Context: an optimization exercise on an open-source flow, tuned for small area, a short achievable clock period and few clock cycles. The choices shown serve that exercise and are no tape-out recipe.
Where RTL was checked, it was by simulation tests only, not by an equivalence proof against the original.
No activity file was given, so power comes from the tool's default toggle rates.

==> flow/design.v (excerpt) <==
module gf_decomp_mul (
    input  wire        clk,
    input  wire        rst,
    input  wire        cmd_valid,
    output wire        cmd_ready,
    input  wire [7:0]  cmd_op,
    input  wire [1:0]  cmd_ksel,
    input  wire [63:0] cmd_a,
    input  wire [63:0] cmd_b,
    output wire        rsp_valid,
    input  wire        rsp_ready,
    output wire [3:0]  rsp_cc,
    output wire [63:0] rsp_result
);
Size in the first run: ~1700 cells after synthesis, roughly 78 flip-flops, ~210 I/O pins, ~12000 sq um of cells after synthesis.
export LEC_CHECK = 0
export CAP_MARGIN = 20
export CORE_MARGIN = 2
export CORE_UTILIZATION = 60
export CTS_BUF_LIST = sky130_fd_sc_hd__clkbuf_4 sky130_fd_sc_hd__clkbuf_8
export PLACE_DENSITY = 0.75
export SETUP_SLACK_MARGIN = 3.6
export SLEW_MARGIN = 20
export SYNTH_MEMORY_MAX_BITS = 65536
create_clock -name core_clock -period 8.0 [get_ports {clk}]
standard.sh (not shown) runs the stock make flow with config.mk's settings and CLKGATE_MAP_FILE= SYNTH_SCRIPT=/design/flow/synth_recipe.tcl, a recipe that flattens the netlist after the stock synthesis.
==> flow/flow/run.sh <==
#!/bin/bash
# The standard layout (the standard.sh: ORFS synthesis through finish),
# with one change: the port buffers that global placement inserts on every
# input and output are sky130_fd_sc_hd__buf_2 instead of the cell buffer_ports
# picks by default (clkdlybuf4s50_1, a delay cell); timing repair resizes
# them as needed.
set -euo pipefail
cd "$(dirname "$0")/.."
export BUFFER_PORTS_ARGS="-buffer_cell sky130_fd_sc_hd__buf_2"
bash standard.sh > standard_make.log 2>&1
The baseline finished with timing, DRC and antenna clean.
Testbench counts at the start, summed over its fixed seeds: cycles 2,408.
Then changed:
==> flow/flow/run.sh (replaced) <==
#!/bin/bash
# The standard layout (the standard.sh: ORFS synthesis through finish),
# with one change: the port buffers that global placement inserts on every
# input and output are sky130_fd_sc_hd__buf_1 instead of the cell buffer_ports
# picks by default (clkdlybuf4s50_1, a delay cell); timing repair resizes
# them as needed.
set -euo pipefail
cd "$(dirname "$0")/.."
export BUFFER_PORTS_ARGS="-buffer_cell sky130_fd_sc_hd__buf_1"
bash standard.sh > standard_make.log 2>&1
- CTS_BUF_LIST: sky130_fd_sc_hd__clkbuf_4 sky130_fd_sc_hd__clkbuf_8 -> sky130_fd_sc_hd__clkbuf_8
Effect:
- first-iteration DRC count came out higher by a few percent
- die area is unchanged
- cell area is about the same
- fmax increases slightly

* * *

Starting RTL as in the previous note.
clock: 8.0 ns
lec_check: 0
cap_margin: 20
core_margin: 2
core_utilization: 60
place_density: 0.75
setup_slack_margin: 3.7
slew_margin: 20
synth_memory_max_bits: 65536
==> flow/flow/run.sh <==
#!/bin/bash
# The standard layout (the standard.sh: ORFS synthesis through finish),
# with one change: the port buffers that global placement inserts on every
# input and output are sky130_fd_sc_hd__buf_1 instead of the cell buffer_ports
# picks by default (clkdlybuf4s50_1, a delay cell); timing repair resizes
# them as needed.
set -euo pipefail
cd "$(dirname "$0")/.."
export BUFFER_PORTS_ARGS="-buffer_cell sky130_fd_sc_hd__buf_1"
bash standard.sh > standard_make.log 2>&1
Testbench counts at the start, summed over its fixed seeds: cycles 2,408.
Change:
==> flow/flow/run.sh (replaced) <==
#!/bin/bash
# The standard layout (the standard.sh: ORFS synthesis through finish),
# with one change: the port buffers that global placement inserts on every
# input and output are sky130_fd_sc_hd__buf_2 instead of the cell buffer_ports
# picks by default (clkdlybuf4s50_1, a delay cell); timing repair resizes
# them as needed.
set -euo pipefail
cd "$(dirname "$0")/.."
export BUFFER_PORTS_ARGS="-buffer_cell sky130_fd_sc_hd__buf_2"
bash standard.sh > standard_make.log 2>&1
--- a/flow/config.mk
+++ b/flow/config.mk
@@ -10,5 +10,7 @@
 export CORE_UTILIZATION = 60
+export CTS_BUF_LIST = sky130_fd_sc_hd__clkbuf_4 sky130_fd_sc_hd__clkbuf_8
 export PLACE_DENSITY = 0.75
-export SETUP_SLACK_MARGIN = 3.7
+export SETUP_SLACK_MARGIN = 3.6
 export SLEW_MARGIN = 20
 export SYNTH_MEMORY_MAX_BITS = 65536
+export TNS_END_PERCENT = 10
Total power came out lower by 6.4%.
Combinational power went down by about 2%.
Via count is lower by 1.6%.
Flip-flop and latch count does not change.
Clock power went down by 20%.
Die area does not change.
Sequential power hardly moves.
Area after synthesis is unchanged.
Change:
==> flow/flow/run.sh (replaced) <==
#!/bin/bash
# The standard layout (the standard.sh: ORFS synthesis through finish),
# with one change: the port buffers that global placement inserts on every
# input and output are sky130_fd_sc_hd__buf_1 instead of the cell buffer_ports
# picks by default (clkdlybuf4s50_1, a delay cell); timing repair resizes
# them as needed.
set -euo pipefail
cd "$(dirname "$0")/.."
export BUFFER_PORTS_ARGS="-buffer_cell sky130_fd_sc_hd__buf_1"
bash standard.sh > standard_make.log 2>&1
--- a/flow/config.mk
+++ b/flow/config.mk
@@ -11,2 +11,3 @@
 export CTS_BUF_LIST = sky130_fd_sc_hd__clkbuf_4 sky130_fd_sc_hd__clkbuf_8
+export GPL_TIMING_DRIVEN = 1
 export PLACE_DENSITY = 0.75
@@ -15,2 +16 @@
 export SYNTH_MEMORY_MAX_BITS = 65536
-export TNS_END_PERCENT = 10
=> Flip-flop and latch count stays the same. Global-route usage goes down by 0.27 points. Routed wire length went down by 0.59%.
Change:
--- a/flow/config.mk
+++ b/flow/config.mk
@@ -11,4 +11,3 @@
 export CTS_BUF_LIST = sky130_fd_sc_hd__clkbuf_4 sky130_fd_sc_hd__clkbuf_8
-export GPL_TIMING_DRIVEN = 1
-export PLACE_DENSITY = 0.75
+export PLACE_DENSITY = 0.65
 export SETUP_SLACK_MARGIN = 3.6
The changed run produced a clean layout.
Non-clock buffer count stays the same.
Wire length goes up by 3.3%.
Worst hold slack hardly moves.

* * *

gf_decomp_mul, a different RTL version from the one above (not shown whole).
For scale: roughly 90 flip-flops, ~12000 um2 of cells after synthesis.
Settings: LEC_CHECK=0, CAP_MARGIN=20, CORE_MARGIN=2, CORE_UTILIZATION=75, PLACE_DENSITY=0.85, SETUP_SLACK_MARGIN=3.8, SLEW_MARGIN=20, SYNTH_MEMORY_MAX_BITS=65536; clock period 8.0 ns.
==> flow/flow/run.sh <==
#!/bin/bash
# The standard layout (the standard.sh: ORFS synthesis through finish),
# with one change: the port buffers that global placement inserts on every
# input and output are sky130_fd_sc_hd__buf_1 instead of the cell buffer_ports
# picks by default (clkdlybuf4s50_1, a delay cell); timing repair resizes
# them as needed.
set -euo pipefail
cd "$(dirname "$0")/.."
export BUFFER_PORTS_ARGS="-buffer_cell sky130_fd_sc_hd__buf_1"
bash standard.sh > standard_make.log 2>&1
The starting point completed with no timing, DRC or antenna violations.
Testbench counts at the start, summed over its fixed seeds: cycles 2,480.
Edit:
- CORE_UTILIZATION: 75 -> 35
- PLACE_DENSITY: 0.85 -> 0.55
- SETUP_SLACK_MARGIN: 3.8 -> 3.6
Effect: The new run completed with no timing, DRC or antenna violations; count of clock-buffer cells in the layout climbs by 1; worst hold slack is better by 0.011 ns; routed wire length drops by 8.7%; global-route usage drops by 20 points; synthesized area does not change; die area climbs by 110%; design area drops by 2.1%.

* * *

gf_decomp_mul again, from the RTL that the note above started with.
clock: 8.0 ns
lec_check: 0
cap_margin: 20
core_margin: 2
core_utilization: 35
place_density: 0.55
setup_slack_margin: 4.0
slew_margin: 20
synth_memory_max_bits: 65536
Scripts as last shown in full above: flow/flow/run.sh
Testbench counts at the start, summed over its fixed seeds: cycles 2,480.
Change:
--- a/flow/config.mk
+++ b/flow/config.mk
@@ -10,3 +10,3 @@
-export CORE_UTILIZATION = 35
-export PLACE_DENSITY = 0.55
-export SETUP_SLACK_MARGIN = 4.0
+export CORE_UTILIZATION = 60
+export PLACE_DENSITY = 0.75
+export SETUP_SLACK_MARGIN = 3.6
The new run ran to the end with no violations.
Utilization goes up by 24 points.
Final area came out lower by 7.6%.
Count of clock-buffer cells in the layout goes down by 2.
Setup slack loses 63 ps.
Flip-flop and latch count is unchanged.
Register-to-register slack degrades by 30 ps.
Non-clock buffer count fell by 44.

* * *

## build 87
Another version of the RTL of gf_decomp_mul (not shown whole).
For scale: ~1,600 cells after synthesis, ~92 flip-flops, ~210 I/O pins, about 12,000 µm² of cells after synthesis.
Settings: LEC_CHECK=0, ABC_CLOCK_PERIOD_IN_PS=3500, CAP_MARGIN=20, CORE_MARGIN=2, CORE_UTILIZATION=35, PLACE_DENSITY=0.55, SETUP_SLACK_MARGIN=3, SLEW_MARGIN=20, SYNTH_MEMORY_MAX_BITS=65536; clock period 8.0 ns.
run.sh (not shown) runs the stock make flow with config.mk's settings and CLKGATE_MAP_FILE= SYNTH_SCRIPT=/design/flow/synth_recipe.tcl, a recipe that flattens the netlist after the stock synthesis.
Stock flow here: none of the scripts above is used.
## Diff of input files: build 15 against build 87
# build 87
export LEC_CHECK = 0
export ABC_CLOCK_PERIOD_IN_PS = 3500
export CAP_MARGIN = 20
export CORE_MARGIN = 2
export CORE_UTILIZATION = 35
export PLACE_DENSITY = 0.55
export SETUP_SLACK_MARGIN = 3
export SLEW_MARGIN = 20
export SYNTH_MEMORY_MAX_BITS = 65536
create_clock -name core_clock -period 8.0 [get_ports {clk}]
# build 15
export LEC_CHECK = 0
export CAP_MARGIN = 20
export CORE_MARGIN = 2
export CORE_UTILIZATION = 35
export PLACE_DENSITY = 0.55
export SETUP_SLACK_MARGIN = 3
export SLEW_MARGIN = 20
export SYNTH_MEMORY_MAX_BITS = 65536
create_clock -name core_clock -period 8.0 [get_ports {clk}]
==> flow/flow/run.sh (new file) <==
#!/bin/bash
# The standard layout (the standard.sh: ORFS synthesis through finish),
# with one change: the port buffers that global placement inserts on every
# input and output are sky130_fd_sc_hd__buf_1 instead of the cell buffer_ports
# picks by default (clkdlybuf4s50_1, a delay cell); timing repair resizes
# them as needed.
set -euo pipefail
cd "$(dirname "$0")/.."
export BUFFER_PORTS_ARGS="-buffer_cell sky130_fd_sc_hd__buf_1"
bash standard.sh > standard_make.log 2>&1
==> flow/standard.sh (new file) <==
#!/bin/bash
# synth_recipe.tcl (not shown) runs the flow's synth.tcl, then flattens the netlist and writes it again
# the make line also repeats each setting of config.mk as NAME=value (left out here)
make -C /OpenROAD-flow-scripts/flow DESIGN_CONFIG=/design/flow/config.mk WORK_HOME=/design/flow/orfs CLKGATE_MAP_FILE= SYNTH_SCRIPT=/design/flow/synth_recipe.tcl "${@:-finish}"
removed: flow/run.sh
Findings:
- Build 15 completed; timing, DRC and antenna clean
- Build 87 completed every stage of the flow, and the final layout passed the timing, DRC and antenna checks.
- Compared with build 87, build 15 shows a global router's overall resource usage that is 0.51 points lower.
- | global routing met1 resource utilization | build 15 vs build 87 | ≈ equal |
- Across both runs, final design instance area without fill was lower for build 15 than for build 87.
Edits applied to the flow inputs when going from build 15 to build 61:
# build 15
export LEC_CHECK = 0
export CAP_MARGIN = 20
export CORE_MARGIN = 2
export CORE_UTILIZATION = 35
export PLACE_DENSITY = 0.55
export SETUP_SLACK_MARGIN = 3
export SLEW_MARGIN = 20
export SYNTH_MEMORY_MAX_BITS = 65536
create_clock -name core_clock -period 8.0 [get_ports {clk}]
# build 61
export LEC_CHECK = 0
export CAP_MARGIN = 20
export CORE_MARGIN = 2
export CORE_UTILIZATION = 35
export PLACE_DENSITY = 0.55
export SETUP_SLACK_MARGIN = 5
export SLEW_MARGIN = 20
export SYNTH_MEMORY_MAX_BITS = 65536
create_clock -name core_clock -period 8.0 [get_ports {clk}]
==> flow/run.sh (new file) <==
#!/bin/bash
# synth_recipe.tcl (not shown) runs the flow's synth.tcl, then flattens the netlist and writes it again
# the make line also repeats each setting of config.mk as NAME=value (left out here)
make -C /OpenROAD-flow-scripts/flow DESIGN_CONFIG=/design/flow/config.mk WORK_HOME=/design/flow/orfs CLKGATE_MAP_FILE= SYNTH_SCRIPT=/design/flow/synth_recipe.tcl finish
removed: flow/flow/run.sh
removed: flow/standard.sh
Findings:
- Result for build 61 and build 15: all clean
- Final cell area excluding filler cells in build 61 is about 26% above build 15.
- Number of filler cells placed in the layout: build 61 vs build 15 down 11%
- Build 61 gives more initial antenna violation count than build 15 did.
- In build 61 relative to build 15, sequential power had gone down slightly.
- Taking build 15 as the reference, in build 61 power now sits higher; via count of the first global-routing pass +14%.
- From build 61 to build 15, non-clock inverter instance count of the final layout did not move at all.
Setup changes, build 61 to build 75
# build 61
export LEC_CHECK = 0
export CAP_MARGIN = 20
export CORE_MARGIN = 2
export CORE_UTILIZATION = 35
export PLACE_DENSITY = 0.55
export SETUP_SLACK_MARGIN = 5
export SLEW_MARGIN = 20
export SYNTH_MEMORY_MAX_BITS = 65536
create_clock -name core_clock -period 8.0 [get_ports {clk}]
# build 75
export LEC_CHECK = 0
export CAP_MARGIN = 20
export CORE_MARGIN = 2
export CORE_UTILIZATION = 35
export PLACE_DENSITY = 0.55
export SETUP_SLACK_MARGIN = 4
export SLEW_MARGIN = 20
export SYNTH_MEMORY_MAX_BITS = 65536
create_clock -name core_clock -period 8.0 [get_ports {clk}]
Results
Build 61 → build 75: adder and majority gate portion of the synthesized area flat, smallest hold slack flat, number of logic stages on the critical path including buffering up 4.
Diff build 75 and build 61: sum of routed wire length over all layers lower in build 75
Build 61 -> build 75: global placement routability congestion decreased by a few percent
[inputs] build 96 vs build 75
# build 75
export LEC_CHECK = 0
export CAP_MARGIN = 20
export CORE_MARGIN = 2
export CORE_UTILIZATION = 35
export PLACE_DENSITY = 0.55
export SETUP_SLACK_MARGIN = 4
export SLEW_MARGIN = 20
export SYNTH_MEMORY_MAX_BITS = 65536
create_clock -name core_clock -period 8.0 [get_ports {clk}]
# build 96
export LEC_CHECK = 0
export ABC_AREA = 1
export CAP_MARGIN = 20
export CORE_MARGIN = 2
export CORE_UTILIZATION = 35
export PLACE_DENSITY = 0.55
export SETUP_SLACK_MARGIN = 3
export SLEW_MARGIN = 20
export SYNTH_MEMORY_MAX_BITS = 65536
create_clock -name core_clock -period 8.0 [get_ports {clk}]
==> summary.txt <==
Build 96 against build 75: register area level; area growth from synthesis to layout fell 10 points; total number of cells along the worst setup path climbed 3; met1 wire length grew by 25%; part of the power in registers now larger.
Compared with build 75, build 96 shows a higher routing usage on met1.
Comparing build 96 and build 75, vertical die dimension is higher on build 96.
Build 96 vs build 75: half-perimeter wire length of the detailed placement result up in build 96
Looking at share of the yosys chip area belonging to registers, build 96 sits 2.8 points below build 75.
Against build 75 as the reference, build 96 delivers a lower share of the final layout cell area in sequential cells.
Build 96 and build 75 ended up with roughly the same clock transition at the register clock pins on the worst setup and hold paths after CTS.
Build 96 finished all stages; the layout is clean.
No functional check of the RTL was part of any run of this note.

-- separate check: timing with driven ports --
The results above use ideal ports. As a check the final layouts listed here were re-extracted and re-timed, cells and wires unchanged. Step 1: set_driving_cell puts a clkbuf_16 on clk and a buf_2 on each other input, an assumption about the parent block. Step 2 adds t to the input delays and takes it off the output delays; t is the mean of the earliest and latest rising clock arrival at the registers after step 1. Input paths then give back, and output paths get back, about the clock's delay inside the block. Slacks: ideal ports / drivers / drivers and shift; pairs: ideal ports / drivers.
run	t, ns	setup slack, ns	pins driven straight from the clock port
the first run of note 1	0.401	3.757 / 3.725 / 3.446	1
the second run of note 1	0.382	3.783 / 3.753 / 3.406	1
the first run of note 2	0.379	3.745 / 3.708 / 3.468	1
the second run of note 2	0.399	3.745 / 3.713 / 3.459	1
the third run of note 2	0.385	3.755 / 3.724 / 3.419	1
the fourth run of note 2	0.402	3.720 / 3.681 / 3.468	1
the first run of note 3	0.388	2.714 / 2.674 / 3.062	1
the second run of note 3	0.400	3.705 / 3.657 / 3.384	1
the first run of note 4	0.385	3.876 / 3.829 / 3.754	1
the second run of note 4	0.389	3.813 / 3.770 / 3.470	1
build 87	0.379	3.047 / 3.000 / 2.932	1
build 15	0.390	3.037 / 2.990 / 3.160	1
build 61	0.384	3.054 / 3.010 / 3.394	1
build 75	0.385	3.055 / 3.007 / 3.391	1
build 96	0.384	2.870 / 2.822 / 3.134	1
After both steps every run listed still meets setup and hold. For the second run of note 1, which loses most, drivers alone change the setup slack by -0.030 ns; drivers and shift together by -0.377 ns.
